Background: an optimization exercise with open tools, aiming at small area and a short achievable clock period. Do not read the settings as production practice. At most, simulation tests tie the RTL to the original design; equivalence was not proved. Power is estimated from default activity; no workload was simulated.

==> flow/design.v <==
module crc16_tab (
    input  wire [7:0]  x,
    output reg  [15:0] t
);
    integer k;
    always @(*) begin
        t = {x, 8'h00};
        for (k = 0; k < 8; k = k + 1)
            t = t[15] ? ((t << 1) ^ 16'h1021) : (t << 1);
    end
endmodule
module crc16_last (
    input  wire [15:0] c,
    input  wire [15:0] r,
    output wire [7:0]  d_want,
    output wire        c_ok
);
    wire [7:0] y = r[7:0];
    wire [7:0] v = {y[7] ^ y[2], y[6] ^ y[1], y[5] ^ y[0], y[4],
                    y[7] ^ y[3] ^ y[2], y[6] ^ y[2] ^ y[1], y[5] ^ y[1] ^ y[0],
                    y[4] ^ y[0]};
    wire [7:0] k = {y[3], y[2], y[1], y[7] ^ y[2] ^ y[0], y[6] ^ y[1],
                    y[5] ^ y[0], y[4], y[3]};
    assign d_want = c[15:8] ^ v;
    assign c_ok   = (c[7:0] == (r[15:8] ^ k));
endmodule
module dispatch_rom (
    input  wire [7:0] opcode,
    output reg  [3:0] handler,
    output reg  [7:0] resp_op
);
    always @(*) begin
        case (opcode)
            8'h65:   begin handler = 4'd1; resp_op = 8'h66; end
            8'h10:   begin handler = 4'd2; resp_op = 8'h11; end
            8'h22:   begin handler = 4'd3; resp_op = 8'h23; end
            8'h31:   begin handler = 4'd4; resp_op = 8'h32; end
            8'h40:   begin handler = 4'd5; resp_op = 8'h41; end
            8'h50:   begin handler = 4'd6; resp_op = 8'h51; end
            8'h7A:   begin handler = 4'd7; resp_op = 8'h7B; end
            8'h81:   begin handler = 4'd8; resp_op = 8'h82; end
            default: begin handler = 4'd0; resp_op = 8'h00; end
        endcase
    end
endmodule
module dispatch_len (
    input  wire [3:0] handler,
    input  wire [8:0] n,
    output reg        in_range
);
    always @(*) begin
        case (handler)
            4'd1:    in_range = (n == 9'd7);                      
            4'd2:    in_range = (n == 9'd6);                      
            4'd3:    in_range = (n <= 9'd10);                     
            4'd4:    in_range = (n == 9'd8);                      
            4'd5:    in_range = 1'b1;                             
            4'd6:    in_range = (n >= 9'd10) & (n <= 9'd70);      
            4'd7:    in_range = (n >= 9'd14) & (n <= 9'd22);      
            default: in_range = 1'b0;                             
        endcase
    end
endmodule
module frame_rx #(
    parameter MAX_FRAME_LEN = 256
) (
    input  wire        clk,
    input  wire        rst,
    input  wire        start,
    input  wire [1:0]  cfg_fmt,       
    input  wire        cfg_srv,       
    input  wire [15:0] cfg_tmo,       
    input  wire [15:0] cfg_fixlen,    
    input  wire        rx_valid,
    input  wire [7:0]  rx_data,
    output wire        rx_ready,
    input  wire        tick,
    input  wire        fault,
    output wire        awaiting_body,
    output wire        res_valid,
    output wire [3:0]  res_code,
    output wire [3:0]  res_cause,
    output wire [7:0]  res_rxst,
    output wire [15:0] rx_count,
    output wire [15:0] rx_lenfield,
    output wire [15:0] target,
    output wire [15:0] idle_count,
    output wire [15:0] field_rcv,
    output wire [15:0] field_calc,
    output wire [1:0]  dcode,
    output wire [7:0]  handler,
    output wire [7:0]  resp_op,
    output wire [7:0]  req_op,
    output wire        disp_ok,
    output wire [7:0]  disp_handler
);
    localparam CODE_OK        = 4'h0;
    localparam CODE_DEVSTAT   = 4'h1;
    localparam CODE_TIMEOUT   = 4'h2;
    localparam CODE_INTEGRITY = 4'h3;
    localparam CODE_LENREJ    = 4'h4;
    localparam CODE_TFAULT    = 4'h5;
    localparam CODE_CMDERR    = 4'h6;
    localparam CODE_NONE      = 4'hF;
    localparam CAUSE_BAD_OP     = 2'd1;
    localparam CAUSE_BAD_LENGTH = 2'd3;
    localparam DC_NONE    = 2'd0;
    localparam DC_OK      = 2'd1;
    localparam DC_UNKNOWN = 2'd2;
    localparam DC_BADLEN  = 2'd3;
    reg        active;       
    reg        fzb;          
    reg        ffix;         
    reg        dsp;          
    reg [15:0] tmo;          
    reg        tmo_hit;      
    reg        lastb;        
    reg [5:0]  pos;          
    reg [15:0] acc;          
    reg [15:0] frcv;         
    reg [15:0] lf;           
    reg [7:0]  b0;
    reg [3:0]  hnd;          
    reg [7:0]  rsp;          
    reg [7:0]  b5;
    reg        b1z;          
    reg        b1o;          
    reg        done;         
    reg        ge3;          
    reg        rv;
    reg [3:0]  rc;
    reg [1:0]  rcz;
    reg [7:0]  rxst;
    reg [8:0]  cnt;
    reg [8:0]  tgt;
    reg [15:0] idle;
    reg [1:0]  dc;
    reg        dnz;          
    reg        dok;          
    assign rx_ready      = active;
    assign awaiting_body = active & ge3;
    assign res_valid     = rv;
    assign res_code      = rc;
    assign res_cause     = {2'b00, rcz};
    assign res_rxst      = rxst;
    assign rx_count      = {7'd0, cnt};
    assign rx_lenfield   = lf & {16{ge3}};
    assign target        = {7'd0, tgt};
    assign idle_count    = idle;
    assign field_rcv     = frcv & {16{done}};
    assign field_calc    = acc & {16{done}};
    assign dcode         = dc;
    assign handler       = {4'd0, hnd & {4{dc[0]}}};
    assign resp_op       = rsp & {8{dc[0]}};
    assign req_op        = b0 & {8{dnz}};
    assign disp_ok       = dok;
    assign disp_handler  = {4'd0, hnd & {4{dok}}};
    wire [7:0] b = rx_data;
    wire [15:0] t_acc, t_b;
    crc16_tab u_ta (.x(acc[15:8]), .t(t_acc));
    crc16_tab u_tb (.x(b & {8{~(pos[3] | pos[4])}}), .t(t_b));
    wire [15:0] crc_next = pos[0] ? (16'hFF00 ^ 16'h1EF0 ^ t_b) : ({acc[7:0], 8'h00} ^ t_acc ^ t_b);
    wire [7:0] crc_want;
    wire       crc_ok;
    crc16_last u_last (.c(acc), .r(frcv), .d_want(crc_want), .c_ok(crc_ok));
    wire [7:0] want  = fzb ? ~acc[7:0] : crc_want;
    wire       valid = (b == want) & (fzb | crc_ok);
    wire [7:0] status = pos[5] ? b : b5;
    wire       st_ok  = fzb | (status == 8'h00);
    wire [7:0] b1        = lf[15:8];
    wire       b1_zero   = b1z;
    wire       b1_one    = b1o;
    wire       std_ok    = (b1_zero & (b >= 8'd6)) | (b1_one & ~(|b));
    wire       zb_ok     = b1_zero & (|b) & (b <= 8'd252);
    wire       len_bad   = fzb ? ~zb_ok : ~std_ok;
    wire [8:0] std_tgt   = {b1[0], b} & {9{std_ok}};
    wire [8:0] zb_tgt    = ({1'b0, b} + 9'd4) & {9{zb_ok}};
    wire [8:0] len_tgt   = fzb ? zb_tgt : std_tgt;
    wire [3:0] b_hnd;
    wire [7:0] b_rsp;
    dispatch_rom u_rom (.opcode(b0), .handler(b_hnd), .resp_op(b_rsp));
    wire       in_range;
    dispatch_len u_len (.handler(hnd), .n(tgt), .in_range(in_range));
    wire [15:0] idle1  = idle + 16'd1;
    wire [15:0] inc2_flip;
    assign inc2_flip[0] = 1'b0;
    assign inc2_flip[1] = 1'b1;
    genvar gi;
    generate
        for (gi = 2; gi < 16; gi = gi + 1) begin : g_flip
            assign inc2_flip[gi] = &idle[gi-1:1];
        end
    endgenerate
    wire        idle2_hit = ((idle ^ tmo) == inc2_flip);
    wire [15:0] tmo_in = {cfg_tmo[15:1], cfg_tmo[0] | ~(|cfg_tmo[15:1])};
    wire fixlen_bad = (cfg_fixlen < 16'd6) || (cfg_fixlen > MAX_FRAME_LEN);
    wire cmd_op     = (cfg_fmt == 2'd3);
    wire cmd_len    = (cfg_fmt == 2'd2) & fixlen_bad;
    always @(posedge clk) begin
        if (!active) begin
            if (start) begin
                fzb     <= (cfg_fmt == 2'd1);
                ffix    <= (cfg_fmt == 2'd2);
                dsp     <= cfg_srv & (cfg_fmt != 2'd1);
                tmo     <= tmo_in;
                tmo_hit <= ~(|cfg_tmo[15:1]);
                lastb   <= 1'b0;
                pos     <= 6'b000001;
            end
        end else if (!fault) begin
            if (rx_valid) begin
                pos     <= {pos[4:0], 1'b0};
                tmo_hit <= (tmo == 16'd1);
                lastb   <= (cnt + 9'd2 == tgt) & ~pos[2];
            end else if (tick) begin
                tmo_hit <= idle2_hit;
            end
        end
    end
    always @(posedge clk) begin
        if (active && !fault && rx_valid) begin
            if (pos[0]) b0 <= b;
            if (pos[1]) begin
                lf[15:8] <= b;
                b1z <= (b == 8'd0);
                b1o <= (b == 8'd1);
                hnd <= b_hnd;
                rsp <= b_rsp;
            end
            if (pos[2]) lf[7:0]  <= b;
            if (pos[3]) frcv[15:8] <= b;
            if (pos[4]) frcv[7:0]  <= b;
            if (pos[5]) b5 <= b;
            if (lastb && fzb) frcv <= {8'h00, b};
        end
    end
    always @(posedge clk) begin
        if (active && !fault && rx_valid) begin
            if (!fzb)
                acc <= crc_next;
            else if (lastb)
                acc <= {8'h00, ~acc[7:0]};
            else if (pos[3])
                acc <= {8'h00, b};
            else if (ge3)
                acc[7:0] <= acc[7:0] + b;
        end
    end
    always @(posedge clk) begin
        if (rst) begin
            active <= 1'b0;
            done   <= 1'b0;
            ge3    <= 1'b0;
            rv     <= 1'b0;
            rc     <= CODE_NONE;
            rcz    <= 2'd0;
            rxst   <= 8'd0;
            cnt    <= 9'd0;
            tgt    <= 9'd0;
            idle   <= 16'd0;
            dc     <= DC_NONE;
            dnz    <= 1'b0;
            dok    <= 1'b0;
        end else if (!active) begin
            if (start) begin
                if (cmd_op) begin
                    rv   <= 1'b1;
                    rc   <= CODE_CMDERR;
                    rcz  <= CAUSE_BAD_OP;
                    rxst <= 8'd0;
                end else if (cmd_len) begin
                    rv   <= 1'b1;
                    rc   <= CODE_CMDERR;
                    rcz  <= CAUSE_BAD_LENGTH;
                    rxst <= 8'd0;
                end else begin
                    active <= 1'b1;
                    rv     <= 1'b0;
                    done   <= 1'b0;
                    ge3    <= 1'b0;
                    cnt    <= 9'd0;
                    tgt    <= (cfg_fmt == 2'd2) ? cfg_fixlen[8:0] : 9'd0;
                    idle   <= 16'd0;
                    dc     <= DC_NONE;
                    dnz    <= 1'b0;
                    dok    <= 1'b0;
                end
            end
        end else if (fault) begin
            active <= 1'b0;
            rv     <= 1'b1;
            rc     <= CODE_TFAULT;
            rcz    <= 2'd0;
            rxst   <= 8'd0;
        end else if (rx_valid) begin
            cnt  <= cnt + 9'd1;
            idle <= 16'd0;
            if (pos[2]) begin
                ge3 <= 1'b1;
                if (!ffix) begin
                    tgt <= len_tgt;
                    if (len_bad) begin
                        active <= 1'b0;
                        rv     <= 1'b1;
                        rc     <= CODE_LENREJ;
                        rcz    <= 2'd0;
                        rxst   <= 8'd0;
                    end
                end
            end
            if (lastb) begin
                active <= 1'b0;
                done   <= 1'b1;
                rv     <= 1'b1;
                rcz    <= 2'd0;
                if (!valid) begin
                    rc   <= CODE_INTEGRITY;
                    rxst <= 8'd0;
                end else if (st_ok) begin
                    rc   <= CODE_OK;
                    rxst <= 8'd0;
                end else begin
                    rc   <= CODE_DEVSTAT;
                    rxst <= status;
                end
                if (valid && dsp) begin
                    dnz <= 1'b1;
                    dok <= (hnd != 4'd0) & in_range;
                    dc  <= (hnd == 4'd0) ? DC_UNKNOWN : in_range ? DC_OK : DC_BADLEN;
                end
            end
        end else if (tick) begin
            if (tmo_hit) begin
                active <= 1'b0;
                rv     <= 1'b1;
                rc     <= CODE_TIMEOUT;
                rcz    <= 2'd0;
                rxst   <= 8'd0;
            end else begin
                idle <= idle1;
            end
        end
    end
endmodule
==> flow/config.mk <==
export PLATFORM = sky130hd
export DESIGN_NAME = frame_rx
export DESIGN_NICKNAME = frame_rx
export VERILOG_FILES = /design/flow/design.v
export SDC_FILE = /design/flow/constraint.sdc
export NUM_CORES = 4
export LEC_CHECK = 0
export CAP_MARGIN = 20
export CORE_MARGIN = 2
export CORE_UTILIZATION = 40
export CTS_BUF_LIST = sky130_fd_sc_hd__clkbuf_8
export SETUP_SLACK_MARGIN = 3.0
export SLEW_MARGIN = 20
==> flow/constraint.sdc <==
create_clock -name core_clock -period 6.0 [get_ports {clk}]
set_input_delay 1.2000 -clock core_clock [delete_from_list [all_inputs] [get_ports {clk}]]
set_output_delay 1.2000 -clock core_clock [all_outputs]
set_load 0.01 [all_outputs]
standard.sh (not shown) runs the stock make flow with config.mk's settings and CLKGATE_MAP_FILE= SYNTH_SCRIPT=/design/flow/synth_recipe.tcl, a recipe that flattens the netlist after the stock synthesis.
==> flow/flow/run.sh <==
#!/bin/bash
# Standard layout, with the port buffers made of plain buf cells instead of
# the delay buffers buffer_ports picks by default. Every port still gets one.
set -euo pipefail
export BUFFER_PORTS_ARGS="-buffer_cell sky130_fd_sc_hd__buf_1"
bash standard.sh > flow_make.log 2>&1
The starting point produced a clean layout.
Then changed:
--- a/flow/design.v
+++ b/flow/design.v
@@ -153,16 +153,16 @@
     assign handler       = {4'd0, hnd & {4{dc[0]}}};
     assign resp_op       = rsp & {8{dc[0]}};
     assign req_op        = b0 & {8{dnz}};
     assign disp_ok       = dok;
     assign disp_handler  = {4'd0, hnd & {4{dok}}};
     wire [7:0] b = rx_data;
-    wire [15:0] t_acc, t_b;
-    crc16_tab u_ta (.x(acc[15:8]), .t(t_acc));
-    crc16_tab u_tb (.x(b & {8{~(pos[3] | pos[4])}}), .t(t_b));
-    wire [15:0] crc_next = pos[0] ? (16'hFF00 ^ 16'h1EF0 ^ t_b) : ({acc[7:0], 8'h00} ^ t_acc ^ t_b);
+    wire [15:0] crc_cur = pos[0] ? 16'hFFFF : acc;
+    wire [15:0] t_idx;
+    crc16_tab u_t (.x(crc_cur[15:8] ^ (b & {8{~(pos[3] | pos[4])}})), .t(t_idx));
+    wire [15:0] crc_next = {crc_cur[7:0], 8'h00} ^ t_idx;
     wire [7:0] crc_want;
     wire       crc_ok;
     crc16_last u_last (.c(acc), .r(frcv), .d_want(crc_want), .c_ok(crc_ok));
     wire [7:0] want  = fzb ? ~acc[7:0] : crc_want;
     wire       valid = (b == want) & (fzb | crc_ok);
     wire [7:0] status = pos[5] ? b : b5;
What happened: Non-clock buffer count is lower by 23; routed wire length is lower by a little under a tenth; sequential power hardly moves; cell area is lower by a few percent; worst setup slack improved by 0.042 ns; total power is higher by a few percent; fmax is higher slightly; die area is lower by a few percent; core utilization is lower by 1.2 points; clock-buffer cell count is unchanged; global-route usage is lower by 0.71 points; critical path depth does not change; synthesized area is lower by a few percent; sequential cell count stays the same.
No functional check of the RTL was part of the first run of this note.

## port drivers added, routing unchanged
How much do the figures lean on ideal ports? The routed layouts below were timed once more, with nothing changed but the port constraints. Step 1, drivers: a clkbuf_16 drives clk and a buf_2 each remaining input, both assumed. Step 2 times the ports against the registers' clock, not the clock port: input delays grow and output delays shrink by t, the midpoint of the rising clock arrivals with the driver on. Slacks: ideal / step 1 / step 2; pairs: ideal / step 1.
run | t (ns) | setup slack, ns | hold WS [ns] | slew at the worst register clock pin (ns)
the first run | 0.483 | 3.015 / 3.030 / 2.547 | 0.470 / 0.470 / 0.470 | 0.10 / 0.10
the second run | 0.502 | 3.056 / 3.066 / 2.564 | 0.462 / 0.462 / 0.462 | 0.11 / 0.11
After both steps every run listed still meets setup and hold. The setup slack of the second run, which loses most, moves by +0.010 ns with the drivers and by -0.492 ns with both steps.
